From an optimization exercise on the open Yosys and OpenROAD flow, aimed at small area, a short achievable clock period and few clock cycles; shortcuts taken in it are not production practice.
In this exercise RTL edits were held to simulation tests only and were not proved equivalent to the original.

## flow/design.v

```verilog
module emg_codec (
    input  wire        clk,
    input  wire        rst,             
    input  wire        cmd_valid,
    output wire        cmd_ready,
    input  wire [31:0] cmd_word,
    input  wire [31:0] cmd_arg0,
    input  wire [31:0] cmd_arg1,
    input  wire [31:0] cmd_arg2,
    output reg         done,
    output reg  [7:0]  err_code,
    output reg  [31:0] err_info,
    output reg  [2:0]  hdr_flags,       
    output reg  [31:0] crc_res,
    output reg  [31:0] out_bits,
    output reg  [31:0] out_bytes,
    output reg  [31:0] payload_addr,
    output reg  [31:0] hdr_magic,
    output reg  [7:0]  hdr_version,
    output reg  [7:0]  hdr_scheme,
    output reg  [15:0] hdr_rsvd,
    output reg  [31:0] hdr_len,
    output reg  [31:0] hdr_crc,
    output reg         mem_en,
    output reg         mem_we,
    output reg  [13:0] mem_addr,        
    output reg  [3:0]  mem_wstrb,
    output reg  [31:0] mem_wdata,
    input  wire [31:0] mem_rdata
);
    localparam [34:0] DMEM_SIZE = 35'd65536;
    localparam [31:0] MAGIC     = 32'h4D304D31;    
    localparam [7:0]  VERSION   = 8'h56;
    localparam [7:0] OP_NOP      = 8'h00;
    localparam [7:0] OP_REP3_ENC = 8'h10;
    localparam [7:0] OP_REP3_DEC = 8'h11;
    localparam [7:0] OP_CRC32    = 8'h20;
    localparam [7:0] OP_HDR_BLD  = 8'h21;
    localparam [7:0] OP_HDR_PRS  = 8'h22;
    localparam [7:0] E_NONE         = 8'd0;
    localparam [7:0] E_ILLEGAL      = 8'd1;
    localparam [7:0] E_RANGE        = 8'd2;
    localparam [7:0] E_OVERLAP      = 8'd3;
    localparam [7:0] E_BAD_ARG      = 8'd4;
    localparam [7:0] E_INSUFF_BITS  = 8'd5;
    localparam [7:0] E_TOO_SHORT    = 8'd6;
    localparam [7:0] E_BAD_MAGIC    = 8'd7;
    localparam [7:0] E_BAD_LENGTH   = 8'd8;
    localparam [7:0] E_CRC_MISMATCH = 8'd9;
    localparam [7:0] E_UNSUP_SCHEME = 8'd10;
    localparam [3:0] S_IDLE    = 4'd0,
                     S_CHECK   = 4'd1,
                     S_HDR_RD  = 4'd2,
                     S_HDR_CHK = 4'd3,
                     S_CRC     = 4'd4,
                     S_CRC_END = 4'd5,
                     S_HDR_WR  = 4'd6,
                     S_ENC     = 4'd7,
                     S_DEC     = 4'd8,
                     S_FLUSH   = 4'd9,
                     S_FINISH  = 4'd10;
    reg [3:0]  state;
    reg [31:0] cmd, arg0, arg1, arg2;
    reg [15:0] rp;
    reg [2:0]  rb;
    reg [31:0] rbuf;
    reg [13:0] rbuf_addr;
    reg        rbuf_valid;
    reg        fetch;             
    reg        fetch2;            
    reg [15:0] wp;
    reg [7:0]  acc;
    reg [3:0]  acc_cnt;
    reg [31:0] remain;            
    reg [1:0]  rep;               
    reg [1:0]  trip;               
    reg [31:0] crc;
    reg [127:0] hdr;              
    reg [4:0]  cnt;
    assign cmd_ready = (state == S_IDLE);
    wire [7:0]  opc     = cmd[7:0];
    wire        cmd_mbz = (cmd[31:8] == 24'd0);
    wire [32:0] enc_nb_in  = ({1'b0, arg1} + 33'd7) >> 3;
    wire [33:0] enc_n_out  = {2'b00, arg1} * 34'd3;
    wire [33:0] enc_nb_out = (enc_n_out + 34'd7) >> 3;
    wire [32:0] dec_nb_in  = ({1'b0, arg1} + 33'd7) >> 3;
    wire [19:0] dec_q      = arg1[19:0] / 20'd3;
    wire [31:0] dec_n_out  = {12'd0, dec_q};
    wire [32:0] dec_nb_out = ({1'b0, dec_n_out} + 33'd7) >> 3;
    wire [33:0] rep_nb_in  = (opc == OP_REP3_ENC) ? {1'b0, enc_nb_in}  : {1'b0, dec_nb_in};
    wire [33:0] rep_nb_out = (opc == OP_REP3_ENC) ? enc_nb_out         : {1'b0, dec_nb_out};
    wire [34:0] src_end = {3'b000, arg0} + {1'b0, rep_nb_in};
    wire [34:0] dst_end = {3'b000, arg2} + {1'b0, rep_nb_out};
    wire        src_ok  = (src_end <= DMEM_SIZE);
    wire        dst_ok  = (dst_end <= DMEM_SIZE);
    wire        overlap = (rep_nb_in != 34'd0) && (rep_nb_out != 34'd0) &&
                          ({3'b000, arg0} < dst_end) && ({3'b000, arg2} < src_end);
    wire [34:0] a_n_end = {3'b000, arg0} + {3'b000, arg1};
    wire        a_n_ok  = (a_n_end <= DMEM_SIZE);
    wire [34:0] bld_end = a_n_end + 35'd16;
    wire        bld_ok  = (bld_end <= DMEM_SIZE);
    wire        rhit   = rbuf_valid && (rbuf_addr == rp[15:2]);
    wire [7:0]  rbyte  = rbuf[8*rp[1:0] +: 8];
    wire        rbit   = rbyte[3'd7 - rb];
    function [31:0] crc_byte;
        input [31:0] c_in;
        input [7:0]  b;
        integer i;
        reg [31:0] c;
        begin
            c = c_in ^ {24'd0, b};
            for (i = 0; i < 8; i = i + 1)
                c = c[0] ? ((c >> 1) ^ 32'hEDB88320) : (c >> 1);
            crc_byte = c;
        end
    endfunction
    wire [31:0] crc_next  = crc_byte(crc, rbyte);
    wire [31:0] crc_final = ~crc;
    wire [31:0] h_magic = hdr[127:96];
    wire [7:0]  h_ver   = hdr[95:88];
    wire [7:0]  h_sch   = hdr[87:80];
    wire [15:0] h_rsvd  = hdr[79:64];
    wire [31:0] h_len   = hdr[63:32];
    wire [31:0] h_crc   = hdr[31:0];
    wire [32:0] h_end   = {1'b0, h_len} + 33'd16;
    reg [7:0] wr_hbyte;
    always @(*) begin
        case (cnt[3:0])
            4'd0:  wr_hbyte = MAGIC[31:24];
            4'd1:  wr_hbyte = MAGIC[23:16];
            4'd2:  wr_hbyte = MAGIC[15:8];
            4'd3:  wr_hbyte = MAGIC[7:0];
            4'd4:  wr_hbyte = VERSION;
            4'd5:  wr_hbyte = arg2[7:0];
            4'd6:  wr_hbyte = 8'h00;
            4'd7:  wr_hbyte = 8'h00;
            4'd8:  wr_hbyte = arg1[31:24];
            4'd9:  wr_hbyte = arg1[23:16];
            4'd10: wr_hbyte = arg1[15:8];
            4'd11: wr_hbyte = arg1[7:0];
            4'd12: wr_hbyte = crc_final[31:24];
            4'd13: wr_hbyte = crc_final[23:16];
            4'd14: wr_hbyte = crc_final[15:8];
            default: wr_hbyte = crc_final[7:0];
        endcase
    end
    always @(posedge clk) begin
        if (rst) begin
            state        <= S_IDLE;
            cmd          <= 32'd0;
            arg0         <= 32'd0;
            arg1         <= 32'd0;
            arg2         <= 32'd0;
            rp           <= 16'd0;
            rb           <= 3'd0;
            rbuf         <= 32'd0;
            rbuf_addr    <= 14'd0;
            rbuf_valid   <= 1'b0;
            fetch        <= 1'b0;
            fetch2       <= 1'b0;
            wp           <= 16'd0;
            acc          <= 8'd0;
            acc_cnt      <= 4'd0;
            remain       <= 32'd0;
            rep          <= 2'd0;
            trip          <= 2'd0;
            crc          <= 32'hFFFFFFFF;
            hdr          <= 128'd0;
            cnt          <= 5'd0;
            done         <= 1'b0;
            err_code     <= 8'd0;
            err_info     <= 32'd0;
            hdr_flags    <= 3'd0;
            crc_res      <= 32'd0;
            out_bits     <= 32'd0;
            out_bytes    <= 32'd0;
            payload_addr <= 32'd0;
            hdr_magic    <= 32'd0;
            hdr_version  <= 8'd0;
            hdr_scheme   <= 8'd0;
            hdr_rsvd     <= 16'd0;
            hdr_len      <= 32'd0;
            hdr_crc      <= 32'd0;
            mem_en       <= 1'b0;
            mem_we       <= 1'b0;
            mem_addr     <= 14'd0;
            mem_wstrb    <= 4'd0;
            mem_wdata    <= 32'd0;
        end else begin
            done      <= 1'b0;
            mem_en    <= 1'b0;
            mem_we    <= 1'b0;
            mem_wstrb <= 4'd0;
            fetch  <= 1'b0;
            fetch2 <= fetch;
            if (fetch2) begin
                rbuf       <= mem_rdata;
                rbuf_valid <= 1'b1;
            end
            case (state)
            S_IDLE: begin
                if (cmd_valid) begin
                    cmd        <= cmd_word;
                    arg0       <= cmd_arg0;
                    arg1       <= cmd_arg1;
                    arg2       <= cmd_arg2;
                    err_code   <= E_NONE;
                    err_info   <= 32'd0;
                    hdr_flags  <= 3'd0;
                    rbuf_valid <= 1'b0;
                    state      <= S_CHECK;
                end
            end
            S_CHECK: begin
                crc     <= 32'hFFFFFFFF;
                acc     <= 8'd0;
                acc_cnt <= 4'd0;
                rb      <= 3'd0;
                rep     <= 2'd0;
                trip     <= 2'd0;
                cnt     <= 5'd0;
                state   <= S_FINISH;
                if (!cmd_mbz) begin
                    err_code <= E_ILLEGAL;
                    err_info <= cmd;
                end else begin
                    case (opc)
                    OP_NOP: ;
                    OP_REP3_ENC, OP_REP3_DEC: begin
                        if (opc == OP_REP3_DEC && arg1 < 32'd3) begin
                            err_code <= E_INSUFF_BITS;
                            err_info <= arg1;
                        end else if (!src_ok) begin
                            err_code <= E_RANGE;
                            err_info <= 32'd0;
                        end else if (!dst_ok) begin
                            err_code <= E_RANGE;
                            err_info <= 32'd2;
                        end else if (overlap) begin
                            err_code <= E_OVERLAP;
                            err_info <= 32'd0;
                        end else begin
                            rp <= arg0[15:0];
                            wp <= arg2[15:0];
                            if (opc == OP_REP3_ENC) begin
                                remain <= enc_n_out[31:0];
                                state  <= S_ENC;
                            end else begin
                                remain <= dec_n_out;
                                state  <= S_DEC;
                            end
                        end
                    end
                    OP_CRC32: begin
                        if (!a_n_ok) begin
                            err_code <= E_RANGE;
                            err_info <= 32'd0;
                        end else begin
                            rp     <= arg0[15:0];
                            remain <= arg1;
                            state  <= S_CRC;
                        end
                    end
                    OP_HDR_BLD: begin
                        if (arg2[31:8] != 24'd0) begin
                            err_code <= E_BAD_ARG;
                            err_info <= 32'd2;
                        end else if (arg2[7:0] != 8'h01) begin
                            err_code <= E_UNSUP_SCHEME;
                            err_info <= {24'd0, arg2[7:0]};
                        end else if (!bld_ok) begin
                            err_code <= E_RANGE;
                            err_info <= 32'd0;
                        end else begin
                            rp     <= arg0[15:0] + 16'd16;
                            remain <= arg1;
                            state  <= S_CRC;
                        end
                    end
                    OP_HDR_PRS: begin
                        if (!a_n_ok) begin
                            err_code <= E_RANGE;
                            err_info <= 32'd0;
                        end else if (arg1 < 32'd16) begin
                            err_code <= E_TOO_SHORT;
                            err_info <= arg1;
                        end else begin
                            rp    <= arg0[15:0];
                            state <= S_HDR_RD;
                        end
                    end
                    default: begin
                        err_code <= E_ILLEGAL;
                        err_info <= cmd;
                    end
                    endcase
                end
            end
            S_HDR_RD: begin
                if (rhit) begin
                    hdr <= {hdr[119:0], rbyte};
                    rp  <= rp + 16'd1;
                    cnt <= cnt + 5'd1;
                    if (cnt == 5'd15)
                        state <= S_HDR_CHK;
                end else if (!fetch && !fetch2) begin
                    mem_en   <= 1'b1;
                    mem_addr <= rp[15:2];
                    rbuf_addr  <= rp[15:2];
                    rbuf_valid <= 1'b0;
                    fetch      <= 1'b1;
                end
            end
            S_HDR_CHK: begin
                hdr_magic   <= h_magic;
                hdr_version <= h_ver;
                hdr_scheme  <= h_sch;
                hdr_rsvd    <= h_rsvd;
                hdr_len     <= h_len;
                hdr_crc     <= h_crc;
                hdr_flags   <= {h_rsvd != 16'd0, h_sch != 8'h01, h_ver != VERSION};
                if (h_magic != MAGIC) begin
                    err_code <= E_BAD_MAGIC;
                    err_info <= h_magic;
                    state    <= S_FINISH;
                end else if (h_end > {1'b0, arg1}) begin
                    err_code <= E_BAD_LENGTH;
                    err_info <= h_len;
                    state    <= S_FINISH;
                end else begin
                    remain <= h_len;
                    state  <= S_CRC;
                end
            end
            S_CRC: begin
                if (remain == 32'd0) begin
                    state <= S_CRC_END;
                end else if (rhit) begin
                    crc    <= crc_next;
                    rp     <= rp + 16'd1;
                    remain <= remain - 32'd1;
                end else if (!fetch && !fetch2) begin
                    mem_en    <= 1'b1;
                    mem_addr  <= rp[15:2];
                    rbuf_addr  <= rp[15:2];
                    rbuf_valid <= 1'b0;
                    fetch      <= 1'b1;
                end
            end
            S_CRC_END: begin
                state <= S_FINISH;
                case (opc)
                OP_CRC32: begin
                    crc_res <= crc_final;
                end
                OP_HDR_BLD: begin
                    crc_res <= crc_final;
                    wp      <= arg0[15:0];
                    cnt     <= 5'd0;
                    state   <= S_HDR_WR;
                end
                default: begin  
                    crc_res <= crc_final;
                    if (crc_final != hdr_crc) begin
                        err_code <= E_CRC_MISMATCH;
                        err_info <= crc_final;
                    end else begin
                        payload_addr <= arg0 + 32'd16;
                        out_bits     <= 32'd0;
                        out_bytes    <= hdr_len;
                    end
                end
                endcase
            end
            S_HDR_WR: begin
                mem_en    <= 1'b1;
                mem_we    <= 1'b1;
                mem_addr  <= wp[15:2];
                mem_wstrb <= 4'b0001 << wp[1:0];
                mem_wdata <= {4{wr_hbyte}};
                wp        <= wp + 16'd1;
                cnt       <= cnt + 5'd1;
                if (cnt == 5'd15) begin
                    out_bits  <= 32'd0;
                    out_bytes <= arg1 + 32'd16;
                    state     <= S_FINISH;
                end
            end
            S_ENC: begin
                if (acc_cnt == 4'd8) begin
                    mem_en    <= 1'b1;
                    mem_we    <= 1'b1;
                    mem_addr  <= wp[15:2];
                    mem_wstrb <= 4'b0001 << wp[1:0];
                    mem_wdata <= {4{acc}};
                    wp        <= wp + 16'd1;
                    acc_cnt   <= 4'd0;
                end else if (remain == 32'd0) begin
                    state <= S_FLUSH;
                end else if (rhit) begin
                    acc     <= {acc[6:0], rbit};
                    acc_cnt <= acc_cnt + 4'd1;
                    remain  <= remain - 32'd1;
                    if (rep == 2'd2) begin
                        rep <= 2'd0;
                        rb  <= rb + 3'd1;
                        if (rb == 3'd7)
                            rp <= rp + 16'd1;
                    end else begin
                        rep <= rep + 2'd1;
                    end
                end else if (!fetch && !fetch2) begin
                    mem_en    <= 1'b1;
                    mem_addr  <= rp[15:2];
                    rbuf_addr  <= rp[15:2];
                    rbuf_valid <= 1'b0;
                    fetch      <= 1'b1;
                end
            end
            S_DEC: begin
                if (acc_cnt == 4'd8) begin
                    mem_en    <= 1'b1;
                    mem_we    <= 1'b1;
                    mem_addr  <= wp[15:2];
                    mem_wstrb <= 4'b0001 << wp[1:0];
                    mem_wdata <= {4{acc}};
                    wp        <= wp + 16'd1;
                    acc_cnt   <= 4'd0;
                end else if (remain == 32'd0) begin
                    state <= S_FLUSH;
                end else if (rhit) begin
                    rb <= rb + 3'd1;
                    if (rb == 3'd7)
                        rp <= rp + 16'd1;
                    if (rep == 2'd2) begin
                        acc     <= {acc[6:0], (trip[1] & trip[0]) | (trip[1] & rbit) | (trip[0] & rbit)};
                        acc_cnt <= acc_cnt + 4'd1;
                        remain  <= remain - 32'd1;
                        rep     <= 2'd0;
                    end else begin
                        trip <= {trip[0], rbit};
                        rep <= rep + 2'd1;
                    end
                end else if (!fetch && !fetch2) begin
                    mem_en    <= 1'b1;
                    mem_addr  <= rp[15:2];
                    rbuf_addr  <= rp[15:2];
                    rbuf_valid <= 1'b0;
                    fetch      <= 1'b1;
                end
            end
            S_FLUSH: begin
                if (acc_cnt != 4'd0) begin
                    mem_en    <= 1'b1;
                    mem_we    <= 1'b1;
                    mem_addr  <= wp[15:2];
                    mem_wstrb <= 4'b0001 << wp[1:0];
                    mem_wdata <= {4{acc << (4'd8 - acc_cnt)}};
                    wp        <= wp + 16'd1;
                end
                if (opc == OP_REP3_ENC) begin
                    out_bits  <= enc_n_out[31:0];
                    out_bytes <= enc_nb_out[31:0];
                end else begin
                    out_bits  <= dec_n_out;
                    out_bytes <= dec_nb_out[31:0];
                end
                state <= S_FINISH;
            end
            S_FINISH: begin
                done  <= 1'b1;
                state <= S_IDLE;
            end
            default: state <= S_IDLE;
            endcase
        end
    end
endmodule
```

## flow/run.sh

```bash
#!/bin/bash
# synth_recipe.tcl (not shown) runs the flow's synth.tcl, then flattens the netlist and writes it again
# the make line also repeats each setting of config.mk as NAME=value (left out here)
make -C /OpenROAD-flow-scripts/flow DESIGN_CONFIG=/design/flow/config.mk WORK_HOME=/design/flow/orfs CLKGATE_MAP_FILE= SYNTH_SCRIPT=/design/flow/synth_recipe.tcl finish
```

## flow/config.mk

```make
export PLATFORM = sky130hd
export DESIGN_NAME = emg_codec
export DESIGN_NICKNAME = emg_codec
export VERILOG_FILES = /design/flow/design.v
export SDC_FILE = /design/flow/constraint.sdc
export NUM_CORES = 4
export LEC_CHECK = 0
export CAP_MARGIN = 20
export CORE_MARGIN = 2
export CORE_UTILIZATION = 40
export SLEW_MARGIN = 20
```

## flow/constraint.sdc

```tcl
create_clock -name core_clock -period 30.0 [get_ports {clk}]
set_input_delay 6.0000 -clock core_clock [delete_from_list [all_inputs] [get_ports {clk}]]
set_output_delay 6.0000 -clock core_clock [all_outputs]
set_load 0.01 [all_outputs]
```

==> run summary <==
-- logic make-up (layout without fill, tap and decap cells) --
family	count (synthesis)	in the layout	synth area share
and+or+nand+nor	2954	2954	0.244
AOI/OAI and AO/OA	2168	2168	0.251
DFF	753	753	0.265
buffers and inverters	661	1128	0.0545
xor gates and xnor gates	567	567	0.0884
adders and majority gates	284	284	0.0627
muxes	177	177	0.0351
other	1	9	0.0000658
-- layer usage --
metal  vias up  track usage
li1      27900            -
met1     29400        0.447
met2      2873        0.559
met3       653       0.0606
met4        12        0.168
met5         -            0
-- stage by stage --
step                instances  setup slack, ns  hold WS (ns)
detailed placement       9723           0.0281         0.449
finish                   9930             1.45         0.455
floorplan                7568             4.04         0.439
global placement         9723           -0.103         0.445
global route             9927           -0.219         0.475
CTS                      9878          0.00752         0.457
-- Yosys cell counts, types with 18 or more instances --
library cell  count
clkbuf_1        326
o31ai_1          30
nor4_1           85
nor3_1          171
nand4_1          81
o21bai_1        111
ha_1            274
nor2b_1          46
o22ai_1          33
nand2_1        1145
inv_1           164
buf_6            26
and4_1           18
mux2_2           23
mux2i_1         133
o221ai_1         53
nand2b_1         80
buf_4            78
or2_2            27
o21a_1           29
a22oi_1          83
a21o_1           57
a21oi_1         928
o21ai_0         204
buf_2            32
xor2_1          137
and2_1           49
a221o_1          18
dfxtp_1         753
and3_1           88
buf_1            20
or3_1            39
nand3_1         180
xnor2_1         422
o211ai_1         43
a211oi_1         54
o21ai_1          83
a31oi_1          71
or4_1            25
a221oi_1         49
nor2_1          756
-- final cells by class --
type,instances,share of cell area
Multi-Input combinational cell,6154,0.582
Sequential cell,753,0.221
Timing Repair Buffer,807,0.109
Tap cell,1890,0.0347
Clock buffer,112,0.0343
Inverter,166,0.00915
Clock inverter,43,0.00883
Antenna cell,5,0.000184
-- critical path: cells and delay by family (launching register included) --
kind | cells | cell delay [ns]
AOI/OAI and AO/OA | 52 | 12.72
adders and majority gates | 7 | 2.28
buffers and inverters | 9 | 1.58
DFF | 1 | 0.32
muxes | 4 | 1.19
xor gates and xnor gates | 4 | 0.86
and+or+nand+nor | 36 | 9.49
-- how the worst min path moves through the flow --
stage	startpoint	end	slack, ns	cells past startpoint
after global placement	hdr_magic[17]	hdr_magic[17]	0.45	2
after detailed placement	fetch	fetch2	0.45	1
after floorplan	fetch	fetch2	0.44	1
final	hdr_version[0]	hdr_version[0]	0.45	2
after CTS	hdr_magic[12]	hdr_magic[12]	0.46	2
after global routing	hdr_version[0]	hdr_version[0]	0.47	2
-- timing repair --
action / CTS / global route
setup endpoints to repair: 30 / 104
buffers inserted: 0 / 45
pin swaps: 0 / 34
resized for setup: 1 / 135
==> metrics.md <==
| Metric | Value |
|---|---|
| Flops & latches, synth | 753 |
| Global router's overall resource usage | 0.347 |
| Largest area contributor in the netlist | dfxtp_1 |
| Fin crit period | 28.55 ns |
| Final wirelength | approximately 260,000 um |
| Area contributors post-synth | dfxtp_1, a21oi_1, nand2_1 |
| Area Overhead vs Synth | 19.6% |
| Largest net degree at the start of global routing | 248 |
| Iteration-0 DRC Markers | around 6,300 |
| Nets@finish | 8,407 |
| Initial Utilization | 0.403 |
| Most common cell after layout, fill and taps aside | nand2_1 |
| Slew margin rel. | 0.188 |
| Mapped Cells | 7,565 |
| Crit share post-route | 0.952 |
| Setup crit end | err_info[18] |
| Hpwl dp | 204,000 um |
| Worst Tran Pin Value | 1.21 ns |
| Max Fclk | 0.0350 GHz |
| DR top layer | met5 |
| Max reg flops | 128 |
| Synthesis Warnings | 1 |
| Reg2Reg Launch Point | arg1[1] |
| Critical path type | flop to flop |
| H-tree levels | 3 |
| Wirelength per Cell | around 27 um |
| WP data required | approximately 30 ns |
| Sequential fraction of the synthesis area | 0.265 |
| Clock latency on the worst-skew pair | around 0.75 ns |
| Number of buffers created by CTS | 84 |
| Initial antenna violation count | 13 |
| Launch point of the worst path | arg1[1] |
| Chip Width | 381 um |
| Met1 WL | 108,000 um |
| Worst path most repeated cell | a21oi_1 |
| Primary FF master, synth | dfxtp_1 |
| Finished Cell Area | 68,100 sq um |
| Hold_buf cts | 0 |
| Reg2Reg Depth | 112 |
| Area taken by multi-input logic gates | a little under 40,000 sq um |
| Clk slew on worst S/H paths | 0.06 ns |
| GRT overflow | 0 |
| Asr flop ratio synth | 0 |
| Drt pass-1 iters | 6 |
| Clk root buf | clkbuf_16 |
| Number of global-route vias before repair | 56,800 |
| Reg2reg end | err_info[18] |
| Met2 WL post-DR | 120,000 um |
| EDFF count, synth | 0 |
| Worst Setup Start Kind | flop |
| CTS tree | built |
| R2R Setup Slk | 1.45 ns |
| Slew Limit Fails | 0 |
| MaxCap Viol Count | 0 |
| Vias after detailed routing | 60,900 |
| Outcome | timing/DRC/antenna clean |
| Final hold viol count | 0 |
| Die area | roughly 150,000 sq um |
| First-pass GRT wire length | 383,000 um |
| Critical Path AT | 29.19 ns |
| FF/Latch Area | 15,100 sq um |
| Slowest stage cell, crit path | or4_1 |
| Via/cell ratio | 6.13 |
| Fraction of layout instances using a drive strength above 1 | 0.0979 |
| Netlist cell types | 165 |
| Setup TNS | 0 ns |
| DIE HEIGHT | roughly 380 um |
| Most flops, register | hdr |
| Type of the most critical hold path | flop to flop |
| CTS sink count | 753 |
| Placed Area | 64,100 sq um |
| Most frequent cells in the layout | nand2_1, a21oi_1, dfxtp_1, nor2_1, clkdlybuf4s50_1 |
| Global placer's final weighted congestion | 1.03 |
| Fillcell total | 14,100 |
| Fin Clk Skew | 0.0781 ns |
| Antenna viol nets, final | 0 |
| Core area | 141,000 sq um |
| DRC | 0 |
| Row count | 138 |
| Final setup violating endpoints | 0 |
| Top-area cell type share of the netlist area | 0.265 |
| CP peak stage delay | 0.68 ns |
| PortBufs | 511 |
| CTS Buffer Depth | 3 |
| I/O Pins | 516 |
| Crit path capture type | flop |
| Critical Path Fanout Max | 35 |
| Mapped Area | roughly 57,000 sq um |
| Mean Syn Cell Area | approximately 7.5 sq um |
| Final Util | 0.482 |
| Met3 wire length | 22,300 um |
Testbench counts, summed over its fixed seeds: cycles 554,911.

==> re-timing with driven ports <==
The flow's constraints put no driver on any port. The routed layout listed below was extracted and timed again, unchanged, in two steps.
Step 1: set_driving_cell puts a clkbuf_16 on clk and a buf_2 on each other input, an assumption about the parent block.
Step 2 also shifts input and output timing later by t, the mid clock arrival at the registers, as if the neighbouring blocks saw the same clock.
Three values: ideal, step 1, step 2; two values: the first two.
shift t [ns]: 0.796
setup WS [ns]: 1.454 / 1.454 / 1.454
slew at the worst register clock pin (ns): 0.07 / 0.07
worst slew at a driven data input, ns: 0.17
After both steps setup and hold are still met in this run. For this run, drivers alone change the setup slack by 0.000 ns; drivers and shift together by 0.000 ns.
